Background: an optimization exercise with open tools, aiming at small area, a short achievable clock period and few clock cycles per item. Do not read the settings as production practice. Only simulation tests tie the RTL to the original design; equivalence was not proved. Power figures rest on the tool's default switching activity, not on a simulated workload.

## the reference run
==> flow/design.v <==
module nco_phase_step (
    input  wire        clk,
    input  wire        rst,         
    input  wire        in_valid,
    output wire        in_ready,
    input  wire [63:0] phase_in,
    input  wire [63:0] inc_in,
    output wire        out_valid,
    output reg  [63:0] phase_out,
    output reg  [31:0] p_out
);
    localparam [63:0] NAN64 = 64'h7FF8000000000000;
    localparam [31:0] NAN32 = 32'h7FC00000;
    localparam [53:0] YM1   = {1'b0, 1'b1, 52'h921FB54442D18};    
    localparam [53:0] YM2   = {1'b1, 52'h921FB54442D18, 1'b0};    
    reg         ready_q;
    assign in_ready = ready_q;
    wire accept = in_valid & ready_q;
    wire [10:0] i_ae = phase_in[62:52];
    wire [10:0] i_be = inc_in[62:52];
    wire in_slow = (i_ae >= 11'd1026) | (i_be >= 11'd1026) | (phase_in[63] ^ inc_in[63]);
    wire        i_gth = i_be[10:5] >  i_ae[10:5];
    wire        i_eqh = i_be[10:5] == i_ae[10:5];
    wire        i_gtl = i_be[4:0]  >  i_ae[4:0];
    reg         r0_valid, r0_slow, r0_gth, r0_eqh, r0_gtl;
    reg  [63:0] r0_a, r0_b;
    always @(posedge clk) begin
        r0_valid <= ~rst & accept;
        r0_slow  <= in_slow;
        r0_a     <= phase_in;
        r0_b     <= inc_in;
        r0_gth   <= i_gth;
        r0_eqh   <= i_eqh;
        r0_gtl   <= i_gtl;
    end
    wire [10:0] a_e = r0_a[62:52];
    wire [10:0] b_e = r0_b[62:52];
    wire        swap  = r0_gth | (r0_eqh & r0_gtl);     
    wire [10:0] a_ee = {a_e[10:1], a_e[0] | (a_e[10:1] == 10'd0)};
    wire [10:0] b_ee = {b_e[10:1], b_e[0] | (b_e[10:1] == 10'd0)};
    wire [10:0] d_ab = a_ee - b_ee;
    wire [10:0] d_ba = b_ee - a_ee;
    wire [5:0]  c_ab = (d_ab[10:6] != 5'd0) ? 6'd63 : d_ab[5:0];
    wire [5:0]  c_ba = (d_ba[10:6] != 5'd0) ? 6'd63 : d_ba[5:0];
    wire [62:0] bgo   = swap ? r0_b[62:0] : r0_a[62:0];
    wire [62:0] sml   = swap ? r0_a[62:0] : r0_b[62:0];
    wire        eff_sub = r0_a[63] ^ r0_b[63];
    wire [5:0]  d     = swap ? c_ba : c_ab;
    reg  [55:0] ca;
    integer     lv;
    always @(*) begin
        ca  = {sml[62:52] != 11'd0, sml[51:0], 3'b000};
        for (lv = 3; lv < 6; lv = lv + 1)
            if (d[lv]) ca = ca >> (1 << lv);
    end
    function automatic [7:0] pre_or(input [52:0] m);
        integer k;
        begin
            pre_or[0] = 1'b0;
            for (k = 1; k < 8; k = k + 1)
                pre_or[k] = ({m, 3'b000} & ((56'd1 << (8 * k)) - 56'd1)) != 56'd0;
        end
    endfunction
    wire [7:0] po_a = pre_or({a_e != 11'd0, r0_a[51:0]});
    wire [7:0] po_b = pre_or({b_e != 11'd0, r0_b[51:0]});
    wire [2:0] dk   = d[5:3];
    wire       cst  = swap ? po_a[dk] : po_b[dk];
    reg         r1_valid, r1_nan, r1_slow, r1_sub, r1_s, r1_st;
    reg  [62:0] r1_big;
    reg  [55:0] r1_small;
    reg  [2:0]  r1_d;
    always @(posedge clk) begin
        r1_valid <= ~rst & r0_valid;
        r1_nan   <= (a_e == 11'h7FF) | (b_e == 11'h7FF);
        r1_slow  <= r0_slow;
        r1_sub   <= eff_sub;
        r1_s     <= swap ? r0_b[63] : r0_a[63];
        r1_big   <= bgo;
        r1_small <= ca;
        r1_st    <= cst;
        r1_d     <= d[2:0];
    end
    wire [10:0] b_bge  = r1_big[62:52];
    wire [55:0] big_x  = {b_bge != 11'd0, r1_big[51:0], 3'b000};
    reg  [55:0] al;
    reg         stk;
    always @(*) begin
        al  = r1_small;
        stk = r1_st;
        for (lv = 0; lv < 3; lv = lv + 1) begin
            if (r1_d[lv]) begin
                stk = stk | ((al & ((56'd1 << (1 << lv)) - 56'd1)) != 56'd0);
                al  = al >> (1 << lv);
            end
        end
    end
    wire [55:0] small_x = {al[55:1], al[0] | stk};
    wire [56:0] raw = r1_sub ? ({1'b0, big_x} - {1'b0, small_x})
                             : ({1'b0, big_x} + {1'b0, small_x});
    reg         r2_valid, r2_nan, r2_slow, r2_s, r2_sub, r2_ee1;
    reg  [56:0] r2_raw;
    reg  [10:0] r2_ee;
    always @(posedge clk) begin
        r2_valid <= ~rst & r1_valid;
        r2_nan   <= r1_nan;
        r2_slow  <= r1_slow;
        r2_s     <= r1_s;
        r2_sub   <= r1_sub;
        r2_raw   <= raw;
        r2_ee    <= (b_bge == 11'd0) ? 11'd1 : b_bge;
        r2_ee1   <= (b_bge[10:1] == 10'd0);
    end
    wire        neg = r2_sub & r2_raw[56];
    wire        r2_zero = r2_sub & (r2_raw == 57'd0);
    reg  [52:0] nm;
    reg         ng, nst;
    reg  [1:0]  nsel;                  
    always @(*) begin
        if (neg) begin
            nm = ~r2_raw[55:3]; ng = 1'b1; nst = 1'b1; nsel = 2'd1;
        end else if (r2_raw[56]) begin
            nm = r2_raw[56:4]; ng = r2_raw[3]; nst = r2_raw[2] | r2_raw[1] | r2_raw[0];
            nsel = 2'd2;
        end else if (r2_raw[55] || r2_ee1) begin
            nm = r2_raw[55:3]; ng = r2_raw[2]; nst = r2_raw[1] | r2_raw[0];
            nsel = 2'd1;
        end else begin
            nm = r2_raw[54:2]; ng = r2_raw[1]; nst = r2_raw[0];
            nsel = 2'd0;
        end
    end
    wire        up   = ng & (nst | nm[0] | neg);
    wire [53:0] rm   = {1'b0, nm} + {53'd0, up};
    wire [52:0] c_m  = {rm[53] | rm[52], rm[51:0]};     
    wire [10:0] e_m1 = r2_ee - 11'd1;
    wire [10:0] e_p1 = r2_ee + 11'd1;
    wire [10:0] e_p2 = r2_ee + 11'd2;
    wire [10:0] e_lo = (nsel == 2'd0) ? e_m1 : (nsel == 2'd1) ? r2_ee : e_p1;
    wire [10:0] e_hi = (nsel == 2'd0) ? r2_ee : (nsel == 2'd1) ? e_p1 : e_p2;
    wire [10:0] c_e  = rm[53] ? e_hi : e_lo;
    function automatic ge_ee(input [10:0] ee, input [1:0] ns, input cy, input [11:0] t);
        reg [3:0] g;
        reg       h0, h1;
        begin
            g[0] = {1'b0, ee} >= t + 12'd1;
            g[1] = {1'b0, ee} >= t;
            g[2] = {1'b0, ee} >= t - 12'd1;
            g[3] = {1'b0, ee} >= t - 12'd2;
            h0 = g[ns];
            h1 = g[ns + 2'd1];
            ge_ee = cy ? h1 : h0;
        end
    endfunction
    wire        c_ovf  = ge_ee(r2_ee, nsel, rm[53], 12'd2047);
    wire        c_ge25 = ge_ee(r2_ee, nsel, rm[53], 12'd1025);
    wire        c_ge26 = ge_ee(r2_ee, nsel, rm[53], 12'd1026);
    wire        c_ge27 = ge_ee(r2_ee, nsel, rm[53], 12'd1027);
    wire        c_gt1  = ge_ee(r2_ee, nsel, rm[53], 12'd2);
    wire        c_nan  = r2_nan | c_ovf;
    wire        c_nc   = r2_slow & ~c_nan & ~r2_zero & ~c_ge25 & c_gt1;
    wire        c_lp   = r2_slow & ~c_nan & ~r2_zero & c_ge27;
    reg         r3_valid, r3_nan, r3_slow, r3_s;
    reg         r3_fm;       
    reg         r3_d26;      
    reg         r3_lp;       
    reg         r3_nc;       
    reg  [10:0] r3_e;
    reg  [52:0] r3_m;
    wire nstep = r3_nc & ~r3_m[52];
    wire loop  = r3_valid & (r3_lp | nstep);
    wire [53:0] x   = (r3_d26 | nstep) ? {r3_m, 1'b0} : {1'b0, r3_m};
    wire [54:0] dx1 = {1'b0, x} - {1'b0, YM1};
    wire [54:0] dx2 = {1'b0, x} - {1'b0, YM2};
    wire [52:0] r   = (r3_fm & ~dx2[54]) ? dx2[52:0] :
                      (r3_fm & ~dx1[54]) ? dx1[52:0] : x[52:0];
    wire e_ge1028 = (r3_e >= 11'd1028);
    always @(posedge clk) begin
        if (loop) begin
            r3_m <= r;
            r3_e <= r3_e - 11'd1;
            r3_lp <= r3_lp & e_ge1028;
            r3_nc <= r3_nc & (r3_e > 11'd2);
        end else begin
            r3_nan  <= c_nan;
            r3_slow <= r2_slow;
            r3_s    <= (r2_s ^ neg) & ~r2_zero;
            r3_e    <= r2_zero ? 11'd1 : c_e;
            r3_m    <= c_m;
            r3_fm   <= ~r2_zero & c_ge25;
            r3_d26  <= ~r2_zero & c_ge26;
            r3_lp   <= c_lp;
            r3_nc   <= c_nc;
        end
    end
    wire [10:0] ksub = 11'd897 - r3_e;
    reg         r4_valid, r4_nan, r4_s, r4_fm, r4_sub;
    reg  [52:0] r4_r;
    reg  [10:0] r4_eb;
    reg  [4:0]  r4_ks;
    always @(posedge clk) begin
        r4_valid <= ~rst & r3_valid & ~loop;
        r4_nan   <= r3_nan;
        r4_s     <= r3_s;
        r4_fm    <= r3_fm;
        r4_sub   <= ~r3_fm & ~(r3_m[52] & (r3_e >= 11'd897));
        r4_r     <= r;
        r4_eb    <= r3_fm ? 11'd1025 : r3_e;
        r4_ks    <= (r3_e <= 11'd871) ? 5'd26 : ksub[4:0];
    end
    function automatic [6:0] lzc64(input [63:0] v);
        reg [1:0] c2 [0:31];
        reg [2:0] c4 [0:15];
        reg [3:0] c8 [0:7];
        reg [4:0] c16 [0:3];
        reg [5:0] c32 [0:1];
        integer i;
        begin
            for (i = 0; i < 32; i = i + 1)
                c2[i] = v[2*i+1] ? 2'd0 : v[2*i] ? 2'd1 : 2'd2;
            for (i = 0; i < 16; i = i + 1)
                c4[i] = c2[2*i+1][1] ? {1'b0, c2[2*i]} + 3'd2 : {1'b0, c2[2*i+1]};
            for (i = 0; i < 8; i = i + 1)
                c8[i] = c4[2*i+1][2] ? {1'b0, c4[2*i]} + 4'd4 : {1'b0, c4[2*i+1]};
            for (i = 0; i < 4; i = i + 1)
                c16[i] = c8[2*i+1][3] ? {1'b0, c8[2*i]} + 5'd8 : {1'b0, c8[2*i+1]};
            for (i = 0; i < 2; i = i + 1)
                c32[i] = c16[2*i+1][4] ? {1'b0, c16[2*i]} + 6'd16 : {1'b0, c16[2*i+1]};
            lzc64 = c32[1][5] ? {1'b0, c32[0]} + 7'd32 : {1'b0, c32[1]};
        end
    endfunction
    wire [6:0]  lzf = lzc64({r4_r, 11'h7FF});
    wire [5:0]  lzr = lzf[5:0];
    wire [5:0]  lz = r4_fm ? lzr : 6'd0;
    wire [52:0] mn = r4_r << lz;
    wire [10:0] en = r4_eb - {5'd0, lz};
    wire [63:0] ph = r4_nan ? NAN64 : {r4_s, mn[52] ? en : 11'd0, mn[51:0]};
    reg  [25:0] ts;
    integer     lv2;
    always @(*) begin
        ts = {r4_r[52:29], r4_r[28], r4_r[27:0] != 28'd0};
        for (lv2 = 0; lv2 < 5; lv2 = lv2 + 1) begin
            if (r4_ks[lv2])
                ts = {26'd0, ts} >> (1 << lv2) |
                     {25'd0, (ts & ((26'd1 << (1 << lv2)) - 26'd1)) != 26'd0};
        end
    end
    wire [25:0] tn  = {mn[52:29], mn[28], mn[27:0] != 28'd0};
    wire [25:0] t   = r4_sub ? ts : tn;
    wire [10:0] e32 = en - 11'd896;
    wire [7:0]  ef  = (~r4_sub & mn[52]) ? e32[7:0] : 8'd0;
    wire        nup = t[1] & (t[0] | t[2]);
    wire [30:0] pb  = {ef, t[24:2]} + {30'd0, nup};
    wire [31:0] pn  = r4_nan ? NAN32 : {r4_s, pb};
    reg r5_valid;
    assign out_valid = r5_valid;
    always @(posedge clk) begin
        r5_valid  <= ~rst & r4_valid;
        phase_out <= ph;
        p_out     <= pn;
    end
    always @(posedge clk) begin
        if (rst) begin
            r3_valid <= 1'b0;
            ready_q  <= 1'b1;
        end else begin
            if (!loop) r3_valid <= r2_valid;
            if (accept & in_slow)
                ready_q <= 1'b0;
            else if (r3_valid & r3_slow & ~loop)
                ready_q <= 1'b1;
        end
    end
endmodule
export LEC_CHECK = 0
export CAP_MARGIN = 20
export CORE_MARGIN = 2
export CORE_UTILIZATION = 60
export SLEW_MARGIN = 20
create_clock -name core_clock -period 25.0 [get_ports {clk}]
run.sh (not shown) runs the stock make flow with config.mk's settings and CLKGATE_MAP_FILE= SYNTH_SCRIPT=/design/flow/synth_recipe.tcl, a recipe that flattens the netlist after the stock synthesis.
Testbench counts of the reference run, summed over its fixed seeds: cycles 3,248, items 3,200.
#### Input delta (the trial run over the reference run)
--- a/flow/design.v
+++ b/flow/design.v
@@ -228,13 +228,18 @@
             lzc64 = c32[1][5] ? {1'b0, c32[0]} + 7'd32 : {1'b0, c32[1]};
         end
     endfunction
     wire [6:0]  lzf = lzc64({r4_r, 11'h7FF});
     wire [5:0]  lzr = lzf[5:0];
     wire [5:0]  lz = r4_fm ? lzr : 6'd0;
-    wire [52:0] mn = r4_r << lz;
+    wire [52:0] sh32 = lz[5] ? {r4_r[20:0], 32'd0} : r4_r;
+    wire [52:0] sh16 = lz[4] ? {sh32[36:0], 16'd0} : sh32;
+    wire [52:0] sh8  = lz[3] ? {sh16[44:0], 8'd0}  : sh16;
+    wire [52:0] sh4  = lz[2] ? {sh8[48:0], 4'd0}   : sh8;
+    wire [52:0] sh2  = lz[1] ? {sh4[50:0], 2'd0}   : sh4;
+    wire [52:0] mn   = lz[0] ? {sh2[51:0], 1'd0}   : sh2;
     wire [10:0] en = r4_eb - {5'd0, lz};
     wire [63:0] ph = r4_nan ? NAN64 : {r4_s, mn[52] ? en : 11'd0, mn[51:0]};
     reg  [25:0] ts;
     integer     lv2;
     always @(*) begin
         ts = {r4_r[52:29], r4_r[28], r4_r[27:0] != 28'd0};
Findings:
- Re number of gates resized after CTS: no difference whatsoever between the reference run and the trial run.
- Min maximum frequency across the trial run and the reference run: the reference run
- The trial run has clock period minus final worst setup slack below what the reference run had.
- Routed wire in the trial run totals more than in the reference run.
- Sequential share of layout area (the trial run over the reference run): decrease, 0.29 points
- The trial run against the reference run: number of filler instances in the final layout now sits higher, final cell count now sits higher, cell area after layout now sits higher, overall power now sits higher, hold slack now sits at about the same level.
- Relative to the reference run, the total met3 wirelength after detailed routing measured on the trial run has increased slightly.
- As far as register area is concerned, the reference run and the trial run perform about the same.
- Count of clock-buffer cells in the layout: the trial run higher than the reference run
- For the trial run, the standard cell with the maximum stage delay on the critical path was sky130_fd_sc_hd__and3_1, unlike the reference run, where it was sky130_fd_sc_hd__a21oi_1.
Testbench counts of the trial run, summed over its fixed seeds: cycles 3,248, items 3,200.

* * *

## run E
nco_phase_step, a different RTL version from the one above (not shown whole).
For scale: roughly 0.041 mm^2 of cells after synthesis.
Settings: LEC_CHECK=0, CAP_MARGIN=20, CORE_MARGIN=2, CORE_UTILIZATION=40, SLEW_MARGIN=20; clock period 25.0 ns.
Both conditions hold for run E: the flow ran to the end and the final layout passed the timing, DRC and antenna checks.
Testbench counts of run E, summed over its fixed seeds: cycles 3,248, items 3,200.
The following lists how run B was set up differently from run E:
--- a/flow/design.v
+++ b/flow/design.v
@@ -45,62 +45,60 @@
     wire        equal = r0_b[62:0] == r0_a[62:0];
     wire [62:0] bgo   = swap ? r0_b[62:0] : r0_a[62:0];
     wire [62:0] sml   = swap ? r0_a[62:0] : r0_b[62:0];
     wire        eff_sub = r0_a[63] ^ r0_b[63];
     wire [5:0]  d     = swap ? c_ba : c_ab;
     reg  [55:0] ca;
     integer     lv;
     always @(*) begin
         ca  = {sml[62:52] != 11'd0, sml[51:0], 3'b000};
         for (lv = 3; lv < 6; lv = lv + 1)
             if (d[lv]) ca = ca >> (1 << lv);
     end
-    wire [55:0] ca4 = d[2] ? {4'd0, ca[55:4]} : ca;
-    wire        cs4 = d[2] & (ca[3:0] != 4'd0);
     function automatic [7:0] pre_or(input [52:0] m);
         integer k;
         begin
             pre_or[0] = 1'b0;
             for (k = 1; k < 8; k = k + 1)
                 pre_or[k] = ({m, 3'b000} & ((56'd1 << (8 * k)) - 56'd1)) != 56'd0;
         end
     endfunction
     wire [7:0] po_a = pre_or({a_e != 11'd0, r0_a[51:0]});
     wire [7:0] po_b = pre_or({b_e != 11'd0, r0_b[51:0]});
     wire [2:0] dk   = d[5:3];
-    wire       cst  = (swap ? po_a[dk] : po_b[dk]) | cs4;
+    wire       cst  = swap ? po_a[dk] : po_b[dk];
     reg         r1_valid, r1_nan, r1_slow, r1_sub, r1_zero, r1_s, r1_st;
     reg  [62:0] r1_big;
     reg  [55:0] r1_small;
-    reg  [1:0]  r1_d;
+    reg  [2:0]  r1_d;
     always @(posedge clk) begin
         r1_valid <= ~rst & r0_valid;
         r1_nan   <= (a_e == 11'h7FF) | (b_e == 11'h7FF);
         r1_slow  <= r0_slow;
         r1_sub   <= eff_sub;
         r1_zero  <= eff_sub & equal;
         r1_s     <= swap ? r0_b[63] : r0_a[63];
         r1_big   <= bgo;
-        r1_small <= ca4;
+        r1_small <= ca;
         r1_st    <= cst;
-        r1_d     <= d[1:0];
+        r1_d     <= d[2:0];
     end
     wire [10:0] b_bge  = r1_big[62:52];
     wire [55:0] big_x  = {b_bge != 11'd0, r1_big[51:0], 3'b000};
     reg  [55:0] al;
     reg         stk;
     always @(*) begin
         al  = r1_small;
         stk = r1_st;
-        for (lv = 0; lv < 2; lv = lv + 1) begin
+        for (lv = 0; lv < 3; lv = lv + 1) begin
             if (r1_d[lv]) begin
                 stk = stk | ((al & ((56'd1 << (1 << lv)) - 56'd1)) != 56'd0);
                 al  = al >> (1 << lv);
             end
         end
     end
     wire [55:0] small_x = {al[55:1], al[0] | stk};
     wire [56:0] raw = r1_sub ? ({1'b0, big_x} - {1'b0, small_x})
                              : ({1'b0, big_x} + {1'b0, small_x});
     reg         r2_valid, r2_nan, r2_slow, r2_zero, r2_s, r2_sub, r2_ee1;
     reg  [56:0] r2_raw;
     reg  [10:0] r2_ee;
--- outcome ---
- The final-layout clock buffer total in run B sits about 4.5% above the value recorded for run E.
- Compared run B against run E; flip-flop and latch count within noise.
- [compare] base=run E new=run B: power decreased by 0.28 mW relative to the old numbers; critical path depth neither gained nor lost much.
- Run B and run E ended up with nearly the same sequential cell area.
- Run B has more setup slack than run E.
Testbench counts of run B, summed over its fixed seeds: cycles 3,248, items 3,200.

-- separate check: timing with driven ports --
No port has a modelled driver above. Below, the same layouts with a new extraction and two added sets of constraints. Step 1: set_driving_cell puts a clkbuf_16 on clk and a buf_2 on each other input, an assumption about the parent block. Step 2 times the ports against the registers' clock, not the clock port: input delays grow and output delays shrink by t, the midpoint of the rising clock arrivals with the driver on. a / b / c = ideal ports / drivers / drivers and shift; a / b = the first two.
run	t, ns	setup WS [ns]	worst setup path after step 2	clock arrival spread, ns	pins driven straight from the clock port
the reference run	0.700	17.390 / 17.390 / 17.390	register to register	0.043 / 0.042	1
the trial run	0.731	18.349 / 18.315 / 18.294	input to register	0.030 / 0.030	1
run E	0.686	17.524 / 17.524 / 17.524	register to register	0.029 / 0.029	1
run B	0.708	18.191 / 18.191 / 18.148	input to register	0.032 / 0.032	1
After both steps every run listed still meets setup and hold. The setup slack of the trial run, which loses most, moves by -0.034 ns with the drivers and by -0.055 ns with both steps.
